Background: an optimization exercise with open tools, aiming at a short achievable clock period and few clock cycles per item. Do not read the settings as production practice. Function was not checked in any run shown here: the RTL went through the layout flow alone. Power and IR drop assume default switching activity.

==> flow/design.v, too long to show whole: its modules and the start of the top module <==
// module ook_encoder: 517 lines
// module ook_decoder: 3832 lines
// module fht8v_ook_codec: 34 lines
module fht8v_ook_codec (
  input  wire        clk,
  input  wire        rst,
  input  wire        enc_in_valid,
  output wire        enc_in_ready,
  input  wire [47:0] enc_in_msg,
  output wire        enc_out_valid,
  input  wire        enc_out_ready,
  output wire [7:0]  enc_out_byte,
  output wire        enc_out_last,
  input  wire        dec_in_valid,
  output wire        dec_in_ready,
  input  wire [7:0]  dec_in_byte,
  input  wire        dec_in_last,
  input  wire        dec_in_strict,
  output wire        dec_out_valid,
  input  wire        dec_out_ready,
  output wire [47:0] dec_out_msg,
  output wire [1:0]  dec_out_err
);
  // ...
==> flow/run.sh <==
#!/bin/bash
# synth_recipe.tcl (not shown) runs the flow's synth.tcl, then flattens the netlist and writes it again
# the make line also repeats each setting of config.mk as NAME=value (left out here)
make -C /OpenROAD-flow-scripts/flow DESIGN_CONFIG=/design/flow/config.mk WORK_HOME=/design/flow/orfs CLKGATE_MAP_FILE= SYNTH_SCRIPT=/design/flow/synth_recipe.tcl finish
==> flow/config.mk <==
export PLATFORM = sky130hd
export DESIGN_NAME = fht8v_ook_codec
export DESIGN_NICKNAME = fht8v_ook_codec
export VERILOG_FILES = /design/flow/design.v
export SDC_FILE = /design/flow/constraint.sdc
export NUM_CORES = 4
export LEC_CHECK = 0
export ABC_CLOCK_PERIOD_IN_PS = 1500
export CAP_MARGIN = 20
export CORE_MARGIN = 2
export CORE_UTILIZATION = 55
export CTS_BUF_LIST = sky130_fd_sc_hd__clkbuf_16 sky130_fd_sc_hd__clkbuf_8
export CTS_CLUSTER_DIAMETER = 60
export CTS_CLUSTER_SIZE = 24
export SETUP_SLACK_MARGIN = 3.3
export SLEW_MARGIN = 20
export SYNTH_MEMORY_MAX_BITS = 65536
==> flow/constraint.sdc <==
create_clock -name core_clock -period 5.0 [get_ports {clk}]
set_input_delay 1.0000 -clock core_clock [delete_from_list [all_inputs] [get_ports {clk}]]
set_output_delay 1.0000 -clock core_clock [all_outputs]
set_load 0.01 [all_outputs]
==> implementation parameters, run 1 <==
Parameter                              Value

Worst setup path
  Worst R2R Setup Slack ... 3.03 ns
  Kind of end point of the critical path ... output pin
  Logic depth of the worst setup path including buffers ... 2
  Max stage delay cell, worst path ... dfxtp_2

Cells and area
  Commonest non-fill, non-tap cell in the layout ... edfxtp_1
  Max FFs per register ... 96
  Final non-clock buffer share ... 13.8%
  Share of the core filled with cells in the final layout ... 72.6%
  Storage cell area ... 12400 µm²
  Multi-input combinational area share ... 32.8%
  Sequential cells ... 465

Global route
  Vias in the first global route ... 14.6k
  GR Layer Usage met1 ... 34.2%

Timing
  Final setup margin ... 2.88 ns
  Unrepaired setup endpoints after global routing ... true

Power
  Sequential power ... 4.30 mW
  Internal ... 6.29 mW
  Worst-case vdd ir drop ... 0.000263 V
  Clock network fraction of total power ... 37.4%

Synthesis
  Async set-or-reset flop fraction in the synthesized netlist ... 0%
  Number of nets in the synthesized netlist ... 1836
  Simple-gate share of the synthesized area ... 12.9%
  Fraction of the mapped netlist area in adder cells ... 0.717%
  Sequential fraction of the synthesis area ... 58.8%
  Synthesized-area fraction occupied by ao, oa, aoi and oai cells ... 10.6%
  Post-synth design cell area ... 20800 µm²

Route
  Via density ... 5.83
  Via count ... 14.9k
  Detailed Route WL ... 53.5 mm
  Post-DR wirelength/cell ... 20.9 µm
  First-pass iteration count of the detailed router ... 6

Die
  Width of the chip ... 198 µm
  I/O pin count ... 127

Outcome
  Result of the run ... timing/DRC/antenna clean

Placement
  Number of port buffers ... 126
==> module ook_encoder, before the edit <==
module ook_encoder (
  input  wire        clk,
  input  wire        rst,
  input  wire        in_valid,
  output wire        in_ready,
  input  wire [47:0] in_msg,       
  output reg         out_valid,
  input  wire        out_ready,
  output reg  [7:0]  out_byte,
  output reg         out_last
);
  localparam NB = 56;              
  reg        in_rdy;               
  reg [47:0] nmsg;
  assign in_ready = in_rdy;
  reg          act;                
  reg  [8:0]   prem;               
  reg          eng;                
  reg  [NB-1:0] bits;              
  reg  [5:0]   nrem;               
  reg          v1, v2, v3;         
  reg  [2:0]   r;                  
  reg          rge2, rge4;         
  reg          t;                  
  reg        sv;
  reg  [7:0] sb;
  reg        sl;
  wire space = !sv;
  wire start = space && !act && !in_rdy;
  wire run   = space && act;
  wire inpre = act && !eng;
  function [NB-1:0] frame_bits(input [47:0] m);
    integer i;
    begin
      frame_bits = {NB{1'b0}};
      for (i = 0; i < 6; i = i + 1)
        frame_bits[NB-1-9*i -: 9] = {m[47-8*i -: 8], ^m[47-8*i -: 8]};
    end
  endfunction
function [14:0] enc_tab(input [8:0] x);
  case (x)
    9'h000: enc_tab = 15'h0001;
    9'h001: enc_tab = 15'h0001;
    9'h002: enc_tab = 15'h0001;
    9'h003: enc_tab = 15'h0001;
    9'h004: enc_tab = 15'h6001;
    9'h005: enc_tab = 15'h6001;
    9'h006: enc_tab = 15'h6601;
    9'h007: enc_tab = 15'h6600;
    9'h008: enc_tab = 15'h0001;
    9'h009: enc_tab = 15'h0001;
    9'h00a: enc_tab = 15'h0001;
    9'h00b: enc_tab = 15'h0001;
    9'h00c: enc_tab = 15'h6001;
    9'h00d: enc_tab = 15'h6001;
    9'h00e: enc_tab = 15'h672c;
    9'h00f: enc_tab = 15'h672c;
    9'h010: enc_tab = 15'h0001;
    9'h011: enc_tab = 15'h0001;
    9'h012: enc_tab = 15'h0001;
    9'h013: enc_tab = 15'h0001;
    9'h014: enc_tab = 15'h7009;
    9'h015: enc_tab = 15'h7009;
    9'h016: enc_tab = 15'h71a4;
    9'h017: enc_tab = 15'h71a4;
    9'h018: enc_tab = 15'h0001;
    9'h019: enc_tab = 15'h0001;
    9'h01a: enc_tab = 15'h0001;
    9'h01b: enc_tab = 15'h0001;
    9'h01c: enc_tab = 15'h7009;
    9'h01d: enc_tab = 15'h7009;
    9'h01e: enc_tab = 15'h71ce;
    9'h01f: enc_tab = 15'h71ce;
    9'h020: enc_tab = 15'h0009;
    9'h021: enc_tab = 15'h0009;
    9'h022: enc_tab = 15'h0009;
    9'h023: enc_tab = 15'h0009;
    9'h024: enc_tab = 15'h6001;
    9'h025: enc_tab = 15'h6001;
    9'h026: enc_tab = 15'h6601;
    9'h027: enc_tab = 15'h6600;
    9'h028: enc_tab = 15'h0009;
    9'h029: enc_tab = 15'h0009;
    9'h02a: enc_tab = 15'h0009;
    9'h02b: enc_tab = 15'h0009;
    9'h02c: enc_tab = 15'h6001;
    9'h02d: enc_tab = 15'h6001;
    9'h02e: enc_tab = 15'h672c;
    9'h02f: enc_tab = 15'h672c;
    9'h030: enc_tab = 15'h0009;
    9'h031: enc_tab = 15'h0009;
    9'h032: enc_tab = 15'h0009;
    9'h033: enc_tab = 15'h0009;
    9'h034: enc_tab = 15'h7009;
    9'h035: enc_tab = 15'h7009;
    9'h036: enc_tab = 15'h71a4;
    9'h037: enc_tab = 15'h71a4;
    9'h038: enc_tab = 15'h0009;
    9'h039: enc_tab = 15'h0009;
    9'h03a: enc_tab = 15'h0009;
    9'h03b: enc_tab = 15'h0009;
    9'h03c: enc_tab = 15'h7009;
    9'h03d: enc_tab = 15'h7009;
    9'h03e: enc_tab = 15'h71ce;
    9'h03f: enc_tab = 15'h71ce;
    9'h040: enc_tab = 15'h0001;
    9'h041: enc_tab = 15'h0001;
    9'h042: enc_tab = 15'h0001;
    9'h043: enc_tab = 15'h0001;
    9'h044: enc_tab = 15'h3001;
    9'h045: enc_tab = 15'h3001;
    9'h046: enc_tab = 15'h3310;
    9'h047: enc_tab = 15'h3310;
    9'h048: enc_tab = 15'h0001;
    9'h049: enc_tab = 15'h0001;
    9'h04a: enc_tab = 15'h0001;
    9'h04b: enc_tab = 15'h0001;
    9'h04c: enc_tab = 15'h3001;
    9'h04d: enc_tab = 15'h3001;
    9'h04e: enc_tab = 15'h33bc;
    9'h04f: enc_tab = 15'h33bc;
    9'h050: enc_tab = 15'h0001;
    9'h051: enc_tab = 15'h0001;
    9'h052: enc_tab = 15'h0001;
    9'h053: enc_tab = 15'h0001;
    9'h054: enc_tab = 15'h3809;
    9'h055: enc_tab = 15'h3809;
    9'h056: enc_tab = 15'h38b4;
    9'h057: enc_tab = 15'h38b4;
    9'h058: enc_tab = 15'h0001;
    9'h059: enc_tab = 15'h0001;
    9'h05a: enc_tab = 15'h0001;
    9'h05b: enc_tab = 15'h0001;
    9'h05c: enc_tab = 15'h3809;
    9'h05d: enc_tab = 15'h3809;
    9'h05e: enc_tab = 15'h38de;
    9'h05f: enc_tab = 15'h38de;
    9'h060: enc_tab = 15'h0009;
    9'h061: enc_tab = 15'h0009;
    9'h062: enc_tab = 15'h0009;
    9'h063: enc_tab = 15'h0009;
    9'h064: enc_tab = 15'h3001;
    9'h065: enc_tab = 15'h3001;
    9'h066: enc_tab = 15'h3310;
    9'h067: enc_tab = 15'h3310;
    9'h068: enc_tab = 15'h0009;
    9'h069: enc_tab = 15'h0009;
    9'h06a: enc_tab = 15'h0009;
    9'h06b: enc_tab = 15'h0009;
    9'h06c: enc_tab = 15'h3001;
    9'h06d: enc_tab = 15'h3001;
    9'h06e: enc_tab = 15'h33bc;
    9'h06f: enc_tab = 15'h33bc;
    9'h070: enc_tab = 15'h0009;
    9'h071: enc_tab = 15'h0009;
    9'h072: enc_tab = 15'h0009;
    9'h073: enc_tab = 15'h0009;
    9'h074: enc_tab = 15'h3809;
    9'h075: enc_tab = 15'h3809;
    9'h076: enc_tab = 15'h38b4;
    9'h077: enc_tab = 15'h38b4;
    9'h078: enc_tab = 15'h0009;
    9'h079: enc_tab = 15'h0009;
    9'h07a: enc_tab = 15'h0009;
    9'h07b: enc_tab = 15'h0009;
    9'h07c: enc_tab = 15'h3809;
    9'h07d: enc_tab = 15'h3809;
    9'h07e: enc_tab = 15'h38de;
    9'h07f: enc_tab = 15'h38de;
    9'h080: enc_tab = 15'h0001;
    9'h081: enc_tab = 15'h0001;
    9'h082: enc_tab = 15'h0001;
    9'h083: enc_tab = 15'h0001;
    9'h084: enc_tab = 15'h1801;
    9'h085: enc_tab = 15'h1801;
    9'h086: enc_tab = 15'h19a4;
    9'h087: enc_tab = 15'h19a4;
    9'h088: enc_tab = 15'h0001;
    9'h089: enc_tab = 15'h0001;
    9'h08a: enc_tab = 15'h0001;
    9'h08b: enc_tab = 15'h0001;
    9'h08c: enc_tab = 15'h1801;
    9'h08d: enc_tab = 15'h1801;
    9'h08e: enc_tab = 15'h19ce;
    9'h08f: enc_tab = 15'h19ce;
    9'h090: enc_tab = 15'h0001;
    9'h091: enc_tab = 15'h0001;
    9'h092: enc_tab = 15'h0001;
    9'h093: enc_tab = 15'h0001;
    9'h094: enc_tab = 15'h1c09;
    9'h095: enc_tab = 15'h1c09;
    9'h096: enc_tab = 15'h1c08;
    9'h097: enc_tab = 15'h1c08;
    9'h098: enc_tab = 15'h0001;
    9'h099: enc_tab = 15'h0001;
    9'h09a: enc_tab = 15'h0001;
    9'h09b: enc_tab = 15'h0001;
    9'h09c: enc_tab = 15'h1c09;
    9'h09d: enc_tab = 15'h1c09;
    9'h09e: enc_tab = 15'h1c08;
    9'h09f: enc_tab = 15'h1c08;
    9'h0a0: enc_tab = 15'h0009;
    9'h0a1: enc_tab = 15'h0009;
    9'h0a2: enc_tab = 15'h0009;
    9'h0a3: enc_tab = 15'h0009;
    9'h0a4: enc_tab = 15'h1801;
    9'h0a5: enc_tab = 15'h1801;
    9'h0a6: enc_tab = 15'h19a4;
    9'h0a7: enc_tab = 15'h19a4;
    9'h0a8: enc_tab = 15'h0009;
    9'h0a9: enc_tab = 15'h0009;
    9'h0aa: enc_tab = 15'h0009;
    9'h0ab: enc_tab = 15'h0009;
    9'h0ac: enc_tab = 15'h1801;
    9'h0ad: enc_tab = 15'h1801;
    9'h0ae: enc_tab = 15'h19ce;
    9'h0af: enc_tab = 15'h19ce;
    9'h0b0: enc_tab = 15'h0009;
    9'h0b1: enc_tab = 15'h0009;
    9'h0b2: enc_tab = 15'h0009;
    9'h0b3: enc_tab = 15'h0009;
    9'h0b4: enc_tab = 15'h1c09;
    9'h0b5: enc_tab = 15'h1c09;
    9'h0b6: enc_tab = 15'h1c08;
    9'h0b7: enc_tab = 15'h1c08;
    9'h0b8: enc_tab = 15'h0009;
    9'h0b9: enc_tab = 15'h0009;
    9'h0ba: enc_tab = 15'h0009;
    9'h0bb: enc_tab = 15'h0009;
    9'h0bc: enc_tab = 15'h1c09;
    9'h0bd: enc_tab = 15'h1c09;
    9'h0be: enc_tab = 15'h1c08;
    9'h0bf: enc_tab = 15'h1c08;
    9'h0c0: enc_tab = 15'h4001;
    9'h0c1: enc_tab = 15'h4001;
    9'h0c2: enc_tab = 15'h4001;
    9'h0c3: enc_tab = 15'h4001;
    9'h0c4: enc_tab = 15'h4c01;
    9'h0c5: enc_tab = 15'h4c01;
    9'h0c6: enc_tab = 15'h4cb4;
    9'h0c7: enc_tab = 15'h4cb4;
    9'h0c8: enc_tab = 15'h4001;
    9'h0c9: enc_tab = 15'h4001;
    9'h0ca: enc_tab = 15'h4001;
    9'h0cb: enc_tab = 15'h4001;
    9'h0cc: enc_tab = 15'h4c01;
    9'h0cd: enc_tab = 15'h4c01;
    9'h0ce: enc_tab = 15'h4cde;
    9'h0cf: enc_tab = 15'h4cde;
    9'h0d0: enc_tab = 15'h4001;
    9'h0d1: enc_tab = 15'h4001;
    9'h0d2: enc_tab = 15'h4001;
    9'h0d3: enc_tab = 15'h4001;
    9'h0d4: enc_tab = 15'h4e18;
    9'h0d5: enc_tab = 15'h4e18;
    9'h0d6: enc_tab = 15'h4e18;
    9'h0d7: enc_tab = 15'h4e18;
    9'h0d8: enc_tab = 15'h4001;
    9'h0d9: enc_tab = 15'h4001;
    9'h0da: enc_tab = 15'h4001;
    9'h0db: enc_tab = 15'h4001;
    9'h0dc: enc_tab = 15'h4e18;
    9'h0dd: enc_tab = 15'h4e18;
    9'h0de: enc_tab = 15'h4e18;
    9'h0df: enc_tab = 15'h4e18;
    9'h0e0: enc_tab = 15'h0009;
    9'h0e1: enc_tab = 15'h0009;
    9'h0e2: enc_tab = 15'h0009;
    9'h0e3: enc_tab = 15'h0009;
    9'h0e4: enc_tab = 15'h0c01;
    9'h0e5: enc_tab = 15'h0c01;
    9'h0e6: enc_tab = 15'h0cb4;
    9'h0e7: enc_tab = 15'h0cb4;
    9'h0e8: enc_tab = 15'h0009;
    9'h0e9: enc_tab = 15'h0009;
    9'h0ea: enc_tab = 15'h0009;
    9'h0eb: enc_tab = 15'h0009;
    9'h0ec: enc_tab = 15'h0c01;
    9'h0ed: enc_tab = 15'h0c01;
    9'h0ee: enc_tab = 15'h0cde;
    9'h0ef: enc_tab = 15'h0cde;
    9'h0f0: enc_tab = 15'h0009;
    9'h0f1: enc_tab = 15'h0009;
    9'h0f2: enc_tab = 15'h0009;
    9'h0f3: enc_tab = 15'h0009;
    9'h0f4: enc_tab = 15'h0e18;
    9'h0f5: enc_tab = 15'h0e18;
    9'h0f6: enc_tab = 15'h0e18;
    9'h0f7: enc_tab = 15'h0e18;
    9'h0f8: enc_tab = 15'h0009;
    9'h0f9: enc_tab = 15'h0009;
    9'h0fa: enc_tab = 15'h0009;
    9'h0fb: enc_tab = 15'h0009;
    9'h0fc: enc_tab = 15'h0e18;
    9'h0fd: enc_tab = 15'h0e18;
    9'h0fe: enc_tab = 15'h0e18;
    9'h0ff: enc_tab = 15'h0e18;
    9'h100: enc_tab = 15'h6001;
    9'h101: enc_tab = 15'h6001;
    9'h102: enc_tab = 15'h6001;
    9'h103: enc_tab = 15'h6001;
    9'h104: enc_tab = 15'h6601;
    9'h105: enc_tab = 15'h6601;
    9'h106: enc_tab = 15'h6600;
    9'h107: enc_tab = 15'h6600;
    9'h108: enc_tab = 15'h6001;
    9'h109: enc_tab = 15'h6001;
    9'h10a: enc_tab = 15'h6001;
    9'h10b: enc_tab = 15'h6001;
    9'h10c: enc_tab = 15'h6601;
    9'h10d: enc_tab = 15'h6601;
    9'h10e: enc_tab = 15'h6600;
    9'h10f: enc_tab = 15'h6600;
    9'h110: enc_tab = 15'h6001;
    9'h111: enc_tab = 15'h6001;
    9'h112: enc_tab = 15'h6001;
    9'h113: enc_tab = 15'h6001;
    9'h114: enc_tab = 15'h672c;
    9'h115: enc_tab = 15'h672c;
    9'h116: enc_tab = 15'h672c;
    9'h117: enc_tab = 15'h672c;
    9'h118: enc_tab = 15'h6001;
    9'h119: enc_tab = 15'h6001;
    9'h11a: enc_tab = 15'h6001;
    9'h11b: enc_tab = 15'h6001;
    9'h11c: enc_tab = 15'h672c;
    9'h11d: enc_tab = 15'h672c;
    9'h11e: enc_tab = 15'h672c;
    9'h11f: enc_tab = 15'h672c;
    9'h120: enc_tab = 15'h4009;
    9'h121: enc_tab = 15'h4009;
    9'h122: enc_tab = 15'h4009;
    9'h123: enc_tab = 15'h4009;
    9'h124: enc_tab = 15'h4601;
    9'h125: enc_tab = 15'h4601;
    9'h126: enc_tab = 15'h4600;
    9'h127: enc_tab = 15'h4600;
    9'h128: enc_tab = 15'h4009;
    9'h129: enc_tab = 15'h4009;
    9'h12a: enc_tab = 15'h4009;
    9'h12b: enc_tab = 15'h4009;
    9'h12c: enc_tab = 15'h4601;
    9'h12d: enc_tab = 15'h4601;
    9'h12e: enc_tab = 15'h4600;
    9'h12f: enc_tab = 15'h4600;
    9'h130: enc_tab = 15'h4009;
    9'h131: enc_tab = 15'h4009;
    9'h132: enc_tab = 15'h4009;
    9'h133: enc_tab = 15'h4009;
    9'h134: enc_tab = 15'h472c;
    9'h135: enc_tab = 15'h472c;
    9'h136: enc_tab = 15'h472c;
    9'h137: enc_tab = 15'h472c;
    9'h138: enc_tab = 15'h4009;
    9'h139: enc_tab = 15'h4009;
    9'h13a: enc_tab = 15'h4009;
    9'h13b: enc_tab = 15'h4009;
    9'h13c: enc_tab = 15'h472c;
    9'h13d: enc_tab = 15'h472c;
    9'h13e: enc_tab = 15'h472c;
    9'h13f: enc_tab = 15'h472c;
    9'h160: enc_tab = 15'h6009;
    9'h161: enc_tab = 15'h6009;
    9'h162: enc_tab = 15'h6009;
    9'h163: enc_tab = 15'h6009;
    9'h164: enc_tab = 15'h6310;
    9'h165: enc_tab = 15'h6310;
    9'h166: enc_tab = 15'h6310;
    9'h167: enc_tab = 15'h6310;
    9'h168: enc_tab = 15'h6009;
    9'h169: enc_tab = 15'h6009;
    9'h16a: enc_tab = 15'h6009;
    9'h16b: enc_tab = 15'h6009;
    9'h16c: enc_tab = 15'h6310;
    9'h16d: enc_tab = 15'h6310;
    9'h16e: enc_tab = 15'h6310;
    9'h16f: enc_tab = 15'h6310;
    9'h170: enc_tab = 15'h6009;
    9'h171: enc_tab = 15'h6009;
    9'h172: enc_tab = 15'h6009;
    9'h173: enc_tab = 15'h6009;
    9'h174: enc_tab = 15'h63bc;
    9'h175: enc_tab = 15'h63bc;
    9'h176: enc_tab = 15'h63bc;
    9'h177: enc_tab = 15'h63bc;
    9'h178: enc_tab = 15'h6009;
    9'h179: enc_tab = 15'h6009;
    9'h17a: enc_tab = 15'h6009;
    9'h17b: enc_tab = 15'h6009;
    9'h17c: enc_tab = 15'h63bc;
    9'h17d: enc_tab = 15'h63bc;
    9'h17e: enc_tab = 15'h63bc;
    9'h17f: enc_tab = 15'h63bc;
    9'h1a0: enc_tab = 15'h7009;
    9'h1a1: enc_tab = 15'h7009;
    9'h1a2: enc_tab = 15'h7009;
    9'h1a3: enc_tab = 15'h7009;
    9'h1a4: enc_tab = 15'h71a4;
    9'h1a5: enc_tab = 15'h71a4;
    9'h1a6: enc_tab = 15'h71a4;
    9'h1a7: enc_tab = 15'h71a4;
    9'h1a8: enc_tab = 15'h7009;
    9'h1a9: enc_tab = 15'h7009;
    9'h1aa: enc_tab = 15'h7009;
    9'h1ab: enc_tab = 15'h7009;
    9'h1ac: enc_tab = 15'h71a4;
    9'h1ad: enc_tab = 15'h71a4;
    9'h1ae: enc_tab = 15'h71a4;
    9'h1af: enc_tab = 15'h71a4;
    9'h1b0: enc_tab = 15'h7009;
    9'h1b1: enc_tab = 15'h7009;
    9'h1b2: enc_tab = 15'h7009;
    9'h1b3: enc_tab = 15'h7009;
    9'h1b4: enc_tab = 15'h71ce;
    9'h1b5: enc_tab = 15'h71ce;
    9'h1b6: enc_tab = 15'h71ce;
    9'h1b7: enc_tab = 15'h71ce;
    9'h1b8: enc_tab = 15'h7009;
    9'h1b9: enc_tab = 15'h7009;
    9'h1ba: enc_tab = 15'h7009;
    9'h1bb: enc_tab = 15'h7009;
    9'h1bc: enc_tab = 15'h71ce;
    9'h1bd: enc_tab = 15'h71ce;
    9'h1be: enc_tab = 15'h71ce;
    9'h1bf: enc_tab = 15'h71ce;
    default: enc_tab = 15'h0000;
  endcase
endfunction
  wire       b1 = bits[NB-1], b2 = bits[NB-2];
  wire [14:0] et = enc_tab({r, t, b1, b2, v1, v2, v3});
  wire [7:0] ebyte = et[14:7];
  wire [2:0] r_n   = et[6:4];
  wire       t_n   = et[3];
  wire       elast = et[0];
  wire       one   = b1 ? rge2 : rge4;
  wire       push  = start || run;
  wire [7:0] pbyte = start ? 8'hAA : inpre ? (prem[6] ? 8'hAA : 8'hCC) : ebyte;
  wire       plast = !start && !inpre && elast;
  always @(posedge clk) begin
    if (in_rdy)
      nmsg <= in_msg;
    if (rst) begin
      in_rdy <= 1'b1;
      act    <= 1'b0;
      eng    <= 1'b0;
    end else begin
      if (start)
        in_rdy <= 1'b1;
      else if (in_valid && in_rdy)
        in_rdy <= 1'b0;
      if (start) begin
        act  <= 1'b1;
        prem <= 9'h1ff;
        bits <= frame_bits(nmsg);
        nrem <= NB;
        v1   <= 1'b1;
        v2   <= 1'b1;
        v3   <= 1'b1;
        r    <= 3'd6;
        rge2 <= 1'b1;
        rge4 <= 1'b1;
        t    <= 1'b1;
      end else if (run) begin
        if (inpre) begin
          prem <= {1'b0, prem[8:1]};
          if (!prem[1])
            eng <= 1'b1;
        end else begin
          r    <= r_n;
          t    <= t_n;
          rge2 <= et[2];
          rge4 <= et[1];
          if (one) begin
            bits <= {bits[NB-2:0], 1'b0};
            nrem <= nrem - 6'd1;
            v1   <= (nrem >= 6'd2);
            v2   <= (nrem >= 6'd3);
            v3   <= (nrem >= 6'd4);
          end else begin
            bits <= {bits[NB-3:0], 2'b0};
            nrem <= nrem - 6'd2;
            v1   <= (nrem >= 6'd3);
            v2   <= (nrem >= 6'd4);
            v3   <= (nrem >= 6'd5);
          end
          if (elast) begin
            act <= 1'b0;
            eng <= 1'b0;
          end
        end
      end
    end
  end
  always @(posedge clk) begin
    if (rst) begin
      out_valid <= 1'b0;
      out_byte  <= 8'd0;
      out_last  <= 1'b0;
      sv        <= 1'b0;
    end else if (!out_valid || out_ready) begin
      if (sv) begin
        out_valid <= 1'b1;
        out_byte  <= sb;
        out_last  <= sl;
        sv        <= 1'b0;
      end else begin
        out_valid <= push;
        out_byte  <= pbyte;
        out_last  <= plast;
      end
    end else if (push) begin
      sv <= 1'b1;
      sb <= pbyte;
      sl <= plast;
    end
  end
endmodule
==> inputs of run 2 (changes only) <==
--- a/flow/design.v
+++ b/flow/design.v
@@ -6,32 +6,34 @@
   input  wire [47:0] in_msg,       
   output reg         out_valid,
   input  wire        out_ready,
   output reg  [7:0]  out_byte,
   output reg         out_last
 );
   localparam NB = 56;              
   reg        in_rdy;               
+  reg        nfull;                
   reg [47:0] nmsg;
   assign in_ready = in_rdy;
   reg          act;                
   reg  [8:0]   prem;               
   reg          eng;                
   reg  [NB-1:0] bits;              
   reg  [5:0]   nrem;               
   reg          v1, v2, v3;         
   reg  [2:0]   r;                  
   reg          rge2, rge4;         
   reg          t;                  
   reg        sv;
   reg  [7:0] sb;
   reg        sl;
+  reg        oempty;               
   wire space = !sv;
-  wire start = space && !act && !in_rdy;
+  wire start = space && !act && nfull;
   wire run   = space && act;
   wire inpre = act && !eng;
   function [NB-1:0] frame_bits(input [47:0] m);
     integer i;
     begin
       frame_bits = {NB{1'b0}};
       for (i = 0; i < 6; i = i + 1)
         frame_bits[NB-1-9*i -: 9] = {m[47-8*i -: 8], ^m[47-8*i -: 8]};
@@ -432,27 +434,31 @@
   wire [2:0] r_n   = et[6:4];
   wire       t_n   = et[3];
   wire       elast = et[0];
   wire       one   = b1 ? rge2 : rge4;
   wire       push  = start || run;
   wire [7:0] pbyte = start ? 8'hAA : inpre ? (prem[6] ? 8'hAA : 8'hCC) : ebyte;
   wire       plast = !start && !inpre && elast;
   always @(posedge clk) begin
-    if (in_rdy)
+    if (!nfull)
       nmsg <= in_msg;
     if (rst) begin
       in_rdy <= 1'b1;
+      nfull  <= 1'b0;
       act    <= 1'b0;
       eng    <= 1'b0;
     end else begin
-      if (start)
+      if (start) begin
         in_rdy <= 1'b1;
-      else if (in_valid && in_rdy)
+        nfull  <= 1'b0;
+      end else if (in_valid && !nfull) begin
         in_rdy <= 1'b0;
+        nfull  <= 1'b1;
+      end
       if (start) begin
         act  <= 1'b1;
         prem <= 9'h1ff;
         bits <= frame_bits(nmsg);
         nrem <= NB;
         v1   <= 1'b1;
         v2   <= 1'b1;
         v3   <= 1'b1;
@@ -489,27 +495,30 @@
           end
         end
       end
     end
   end
   always @(posedge clk) begin
     if (rst) begin
       out_valid <= 1'b0;
+      oempty    <= 1'b1;
       out_byte  <= 8'd0;
       out_last  <= 1'b0;
       sv        <= 1'b0;
-    end else if (!out_valid || out_ready) begin
+    end else if (oempty || out_ready) begin
       if (sv) begin
         out_valid <= 1'b1;
+        oempty    <= 1'b0;
         out_byte  <= sb;
         out_last  <= sl;
         sv        <= 1'b0;
       end else begin
         out_valid <= push;
+        oempty    <= !push;
         out_byte  <= pbyte;
         out_last  <= plast;
       end
     end else if (push) begin
       sv <= 1'b1;
       sb <= pbyte;
       sl <= plast;
     end
@@ -4146,16 +4155,17 @@
     9'h1fc: dec_tab6 = 9'h001;
     9'h1fd: dec_tab6 = 9'h001;
     9'h1fe: dec_tab6 = 9'h001;
     9'h1ff: dec_tab6 = 9'h001;
     default: dec_tab6 = 9'h000;
   endcase
 endfunction
   reg       in_rdy, first;
+  reg       in_blk;                
   reg       d0v, d0l, d0s;
   reg [7:0] d0b;
   assign in_ready = in_rdy;
   reg        d1v, d1l, d1s;
   reg [62:0] c1;                   
   reg [2:0]  cs;
   reg        d2v, d2l, d2s;
   reg [1:0]  d2n, d2e;
@@ -4177,17 +4187,18 @@
   reg [1:0]  d3e;
   reg [8:0]  pos;                  
   reg [5:0]  nby;                  
   reg        par;
   reg        d4v, d4l, d4q1, d4q2, d4d1, d4d2, d4f1, d4k1, d4f2, d4k2;
   reg [1:0]  d4e;
   reg        done;
   reg [47:0] msg;
-  reg        rv;
+  reg        rv;                   
+  reg        rempty;               
   reg [47:0] rmsg;
   reg [1:0]  rerr;
   reg [47:0] qmsg [0:QN-1];
   reg [1:0]  qerr [0:QN-1];
   reg [1:0]  qcnt;
   reg        wp, rp;
   reg [2:0]  pend;                 
   assign res_valid = rv;
@@ -4226,24 +4237,22 @@
       2'b10:   s5msg = {msg[46:0], d4q1};
       2'b01:   s5msg = {msg[46:0], d4q2};
       default: s5msg = msg;
     endcase
   end
   wire        r6v = d4v && !done && s5ev;
   wire [1:0]  r6e = s5code;
   wire [47:0] r6m = d4k1 ? msg : s5msg;
-  wire take_first = in_valid && in_rdy && first;
-  wire pop        = rv && res_ready;
+  wire take_first = in_valid && !in_blk && first;
+  wire pop        = !rempty && res_ready;
   always @(posedge clk) begin
-    if (in_rdy) begin
-      d0b <= in_byte;
-      d0l <= in_last;
-      d0s <= in_strict;
-    end
+    d0b <= in_byte;
+    d0l <= in_last;
+    d0s <= in_strict;
     d1l <= d0l;
     d1s <= d0s;
     c1  <= {dec_tab6({d0l, d0b}), dec_tab5({d0l, d0b}), dec_tab4({d0l, d0b}),
             dec_tab3({d0l, d0b}), dec_tab2({d0l, d0b}), dec_tab1({d0l, d0b}),
             dec_tab0({d0l, d0b})};
     d2l  <= d1l;
     d2s  <= d1s;
     d2n  <= csel[5:4];
@@ -4264,27 +4273,29 @@
     d4d2 <= d3b && !pos[7];
     d4f1 <= f1;
     d4k1 <= k1;
     d4f2 <= f2;
     d4k2 <= k2;
     d4e  <= d3e;
     if (rst) begin
       in_rdy <= 1'b1;
+      in_blk <= 1'b0;
       first  <= 1'b1;
       pend   <= 3'b000;
       d0v <= 1'b0; d1v <= 1'b0; d2v <= 1'b0; d3v <= 1'b0; d4v <= 1'b0;
       cs   <= 3'd0;
       sync <= 1'b0;
       pos  <= 9'd1; nby <= 6'd1; par <= 1'b0;
       done <= 1'b0;
     end else begin
-      in_rdy <= (in_rdy && first) ? !pend[RCAP-2] : !pend[RCAP-1];
-      d0v <= in_valid && in_rdy;
-      if (in_valid && in_rdy)
+      in_rdy <= (!in_blk && first) ? !pend[RCAP-2] : !pend[RCAP-1];
+      in_blk <= (!in_blk && first) ? pend[RCAP-2] : pend[RCAP-1];
+      d0v <= in_valid && !in_blk;
+      if (in_valid && !in_blk)
         first <= in_last;
       if (take_first && !pop)
         pend <= {pend[1:0], 1'b1};
       else if (!take_first && pop)
         pend <= {1'b0, pend[2:1]};
       d1v <= d0v;
       d2v <= d1v;
       d3v <= d2v;
@@ -4319,30 +4330,32 @@
       msg <= s5msg;
   end
   always @(posedge clk) begin
     if (r6v) begin
       qmsg[wp] <= r6m;
       qerr[wp] <= r6e;
     end
     if (rst) begin
-      rv <= 1'b0; qcnt <= 2'd0; wp <= 1'b0; rp <= 1'b0;
+      rv <= 1'b0; rempty <= 1'b1; qcnt <= 2'd0; wp <= 1'b0; rp <= 1'b0;
       rmsg <= 48'd0; rerr <= E_OK;
-    end else if (!rv || res_ready) begin
+    end else if (rempty || res_ready) begin
       if (qcnt != 2'd0) begin
         rv   <= 1'b1;
+        rempty <= 1'b0;
         rmsg <= qmsg[rp];
         rerr <= qerr[rp];
         rp   <= !rp;
         if (r6v)
           wp <= !wp;
         else
           qcnt <= qcnt - 2'd1;
       end else begin
         rv   <= r6v;
+        rempty <= !r6v;
         rmsg <= r6m;
         rerr <= r6e;
       end
     end else if (r6v) begin
       wp   <= !wp;
       qcnt <= qcnt + 2'd1;
     end
   end
==> run 2 against run 1 <==
  * Still clean
  * Sequential power rose by 0.9%
  * Register-to-register slack gained 0.03 ns
  * Combinational power fell by 2%
  * Routed wire length is 0.32% lower
  * Synthesized cell count up 3.0%
  * Count of clock-buffer cells in the layout fell by 2
  * Critical endpoint is now enc_out_byte[3]
==> implementation parameters, run 2 <==
Parameter                              Value

Clock network
  CTS tree ... yes
  CTS sink count ... 469
  Worst-skew pair later-pin latency ... 0.56 ns
  Clock slew at the register clock pins of the worst setup and hold paths ... 0.09 ns
  Number of hold buffers added after cts ... 0
  H-tree level count ... 2
  Clock Root Buffer ... clkbuf_16
  Longest Clk Path Bufs ... 3
  Number of buffers inserted during clock tree synthesis ... 37

Placement
  Estimated wirelength of the detail-placed design ... 25.7 mm
  Global placer's final weighted congestion ... 0.849
  Placed inst area ... 22600 µm²
  Number of port buffers ... 126 (unchanged)

Power
  Clock network fraction of total power ... 37.1% (-0.3 points)
  Switching fraction of total power ... 24.8%
  Final Total Pwr ... 8.30 mW
  Switch Pwr ... 2.06 mW
  Combinational share of power ... 10.6%
  Pwr dens ... 304 nW/µm²
  Static Leak ... 9.43 nW
  Internal ... 6.24 mW (-0.76%)
  Worst-case vdd ir drop ... 0.000342 V (+30%)
  Part of the power in registers ... 52.3%

Route
  Via density ... 5.74 (-1.5%)
  Via count ... 15.0k (+0.14%)
  First-pass iteration count of the detailed router ... 6 (unchanged)
  Post-DR wirelength/cell ... 20.5 µm (-2.0%)
  DRC violations left ... 0
  Number of DRC markers in iteration 0 ... 1202
  Count of nets left with antenna violations after detail routing ... 0
  Detailed Route WL ... 53.4 mm (-0.32%)

Die
  Die area ... 39400 µm²
  Row count ... 71
  Die height ... 198 µm
  Starting density of the core ... 55.6%
  Core area ... 37400 µm²
  Width of the chip ... 198 µm (about the same)
  I/O pin count ... 127 (unchanged)

Synthesis
  Async set-or-reset flop fraction in the synthesized netlist ... 0% (unchanged)
  Yosys warnings ... 2
  Netlist cell types ... 79
  Mean Syn Cell Area ... 11.5 µm²
  Proportion of netlist area held by the largest area contributor ... 40.6%
  Sequential fraction of the synthesis area ... 58.7% (-0.12 points)
  Cells after synthesis ... 1813
  EDFF count, synth ... 281
  Number of nets in the synthesized netlist ... 1888 (+2.8%)
  Flip-flop cell with the highest count after synthesis ... edfxtp_1
  Post-synth design cell area ... 20800 µm² (about the same)
  Seq cells post-synth ... 469
  Cell type contributing the most total cell area after synthesis ... edfxtp_1
  Synth top area cells ... edfxtp_1 41%, dfxtp_1 18%, mux2i_1 7.9%
  Cell with the most instances after synthesis ... edfxtp_1
  Most frequent cells after synthesis ... 281 x edfxtp_1, 233 x nand2_1, 188 x dfxtp_1

Global route
  Vias in the first global route ... 14.6k (+0.014%)
  First-pass GRT wire length ... 78.2 mm
  Largest net degree at the start of global routing ... 98
  Antenna violations before repair ... 1
  Leftover overflow at the end of global routing ... 0
  GRT Overall Usage ... 25.3%

Timing
  Unrepaired setup endpoints after global routing ... true
  Post-Route Hold Slack ... 0.331 ns
  Endpoints failing setup ... 0
  Min Tclk post-route ... 2.05 ns
  Number of hold violations in the final report ... 0
  Transition time of the tightest slew-check pin ... 0.637 ns
  Worst max-slew margin expressed relative to the limit ... 57.4%
  Setup Total Neg Slack ... 0 ns
  Final critical-path share of the clock period ... 41.1%
  Max Clock Freq ... 487 MHz
  Max-slew violation count ... 0
  Clock skew ... 0.0156 ns

Worst hold path
  Type of the most critical hold path ... reg2reg
  Hold path cells ... 0
  Worst hold path endpoint ... u_dec.d4e[1]
  Hold path startpoint ... u_dec.d3e[1]

Worst setup path
  RR Startpoint ... u_enc.bits[55]
  Cell family contributing the most delay on the critical path ... flip-flops
  Maximum fanout count along the critical path ... 2
  Critical path launch point type ... register
  Worst Setup Path Type ... reg2out
  Kind of end point of the critical path ... output pin
  Sum of buffers and inverters on the critical path ... 1
  Max stage delay cell, worst path ... dfxtp_4
  Data arrival time of the critical path ... 1.05 ns
  Required @ worst endpoint ... 4.00 ns
  Worst R2R Setup Slack ... 3.06 ns (+0.03 ns)
  Cells traversed along the worst timing path ... buf_6
  Delay of the slowest critical-path stage ... 0.37 ns
  Endpoint of the lowest-slack register-to-register path ... u_enc.bits[7]
  Worst Reg-to-Reg Cells ... 7

Cells and area
  Area added between synthesis and finish ... 31.5%
  Count of fill cells added during filler insertion ... 2557
  Area of the multi-input gates ... 8840 µm²
  Commonest non-fill, non-tap cell in the layout ... edfxtp_1
  Post-route standard cell area excluding fillers ... 27300 µm²
  Storage cell area ... 12400 µm² (about the same)
  Reg with most FFs ... u_dec.qmsg
  Layout cell share with drive strength beyond 1 ... 30.4%
  Most frequent cells in the layout ... 281 x edfxtp_1, 229 x nand2_1, 156 x mux2i_1
  Final nets ... 2145
  Max FFs per register ... 96 (unchanged)
  Largest regs ... u_dec.qmsg x96, u_enc.bits x54

Outcome
  Result of the run ... timing/DRC/antenna clean

Run
  Max-cap violation count ... 0
-- run 2: cell count changes after synthesis, sizes merged, moves of 8 or more --
cell,before,now
nand2,189,235
edfxtp,291,281
clkbuf,57,48
and3,62,9
nor2,80,128
a211oi,63,72
dfxtp,174,188
o21ai,78,70
-- run 2: repair_timing --
item / 4_1_cts / 5_1_grt
buffers inserted: 123 / 35
gates cloned: 28 / 12
gates resized for setup: 574 / 131
pin swaps: 52 / 37
endpoints found under the setup margin: 581 / 392
-- run 2: power by group through the flow --
stage	combinational, mW	clock [mW]	sequential [mW]
finish	0.879	3.08	4.34
global placement	0.575	0	4.42
detailed placement	0.586	0	4.43
global route	0.938	3.28	4.35
floorplan	0.415	0	4.39
CTS	0.795	3.14	4.34
-- run 2: per-layer routing --
| metal | global-route usage [%] | routed length, µm | vias to the layer above |
|---|---|---|---|
| met3 | 3.78 | 2720 | 104 |
| li1 | - | - | 7109 |
| met4 | 7.85 | 1560 | 0 |
| met1 | 31.9 | 22000 | 7312 |
| met5 | 0 | 0 | - |
| met2 | 44.8 | 27100 | 441 |
-- run 2: worst max-delay path by stage --
stage                      start               to  slack (ns)  cells after the start
6_report       u_enc.out_byte[3]  enc_out_byte[3]        2.95                      1
5_1_grt        u_enc.out_byte[4]  enc_out_byte[4]        2.91                      1
4_1_cts        u_enc.out_byte[4]  enc_out_byte[4]        2.92                      1
3_5_place_dp       enc_out_ready      u_enc.sb[4]        1.75                      4
3_3_place_gp       enc_out_ready      u_enc.sb[5]        1.87                      4
2_1_floorplan                rst   u_enc.bits[10]        1.49                      3
-- run 2: cells by family after synthesis --
group	Yosys count	synth area share, %
fa+ha+maj	12	0.711
simple gates	583	13.5
xor+xnor	51	2.15
flops	469	58.7
buf+inv	148	3.61
compound gates	331	10.4
mux	219	10.9
-- run 2: layout make-up --
type,instances,area share [%]
inverter,26,0.421
clock inverter,28,1.17
multi-input combinational,1203,32.3
antenna,1,0.00916
timing repair buffer,331,15.0
sequential,469,45.3
timing repair inverter,2,0.0916
tap,511,2.34
clock buffer,37,3.39
-- run 2: through the flow --
stage | worst slack [ns] | utilization (%) | instances
finish | 2.95 | 73.1 | 2608
CTS | 2.92 | 70.3 | 2560
floorplan | 1.49 | - | 1813
global route | 2.91 | 73.1 | 2608
detailed placement | 1.75 | 60.4 | 2344
global placement | 1.87 | 60.4 | 2343

==> static timing again, ports no longer ideal <==
In the flow no input, the clock included, has a driving cell. The finished layouts below were timed again as built, in two steps. Step 1, drivers: a clkbuf_16 drives clk and a buf_2 each remaining input, both assumed. Step 2, shift: input delay + t, output delay - t, t = (earliest + latest rising clock arrival at the registers) / 2. This alone moves slack from input paths to output paths. a / b / c = no drivers / after step 1 / after step 2; a / b = the first two.
| run | t (ns) | setup WS [ns] | clock arrival spread, ns |
|---|---|---|---|
| run 1 | 0.607 | 2.879 / 2.826 / 2.719 | 0.019 / 0.019 |
| run 2 | 0.605 | 2.947 / 2.897 / 2.706 | 0.022 / 0.022 |
After both steps setup and hold are still met in every run listed. For run 2, which loses most, drivers alone change the setup slack by -0.050 ns; drivers and shift together by -0.241 ns.
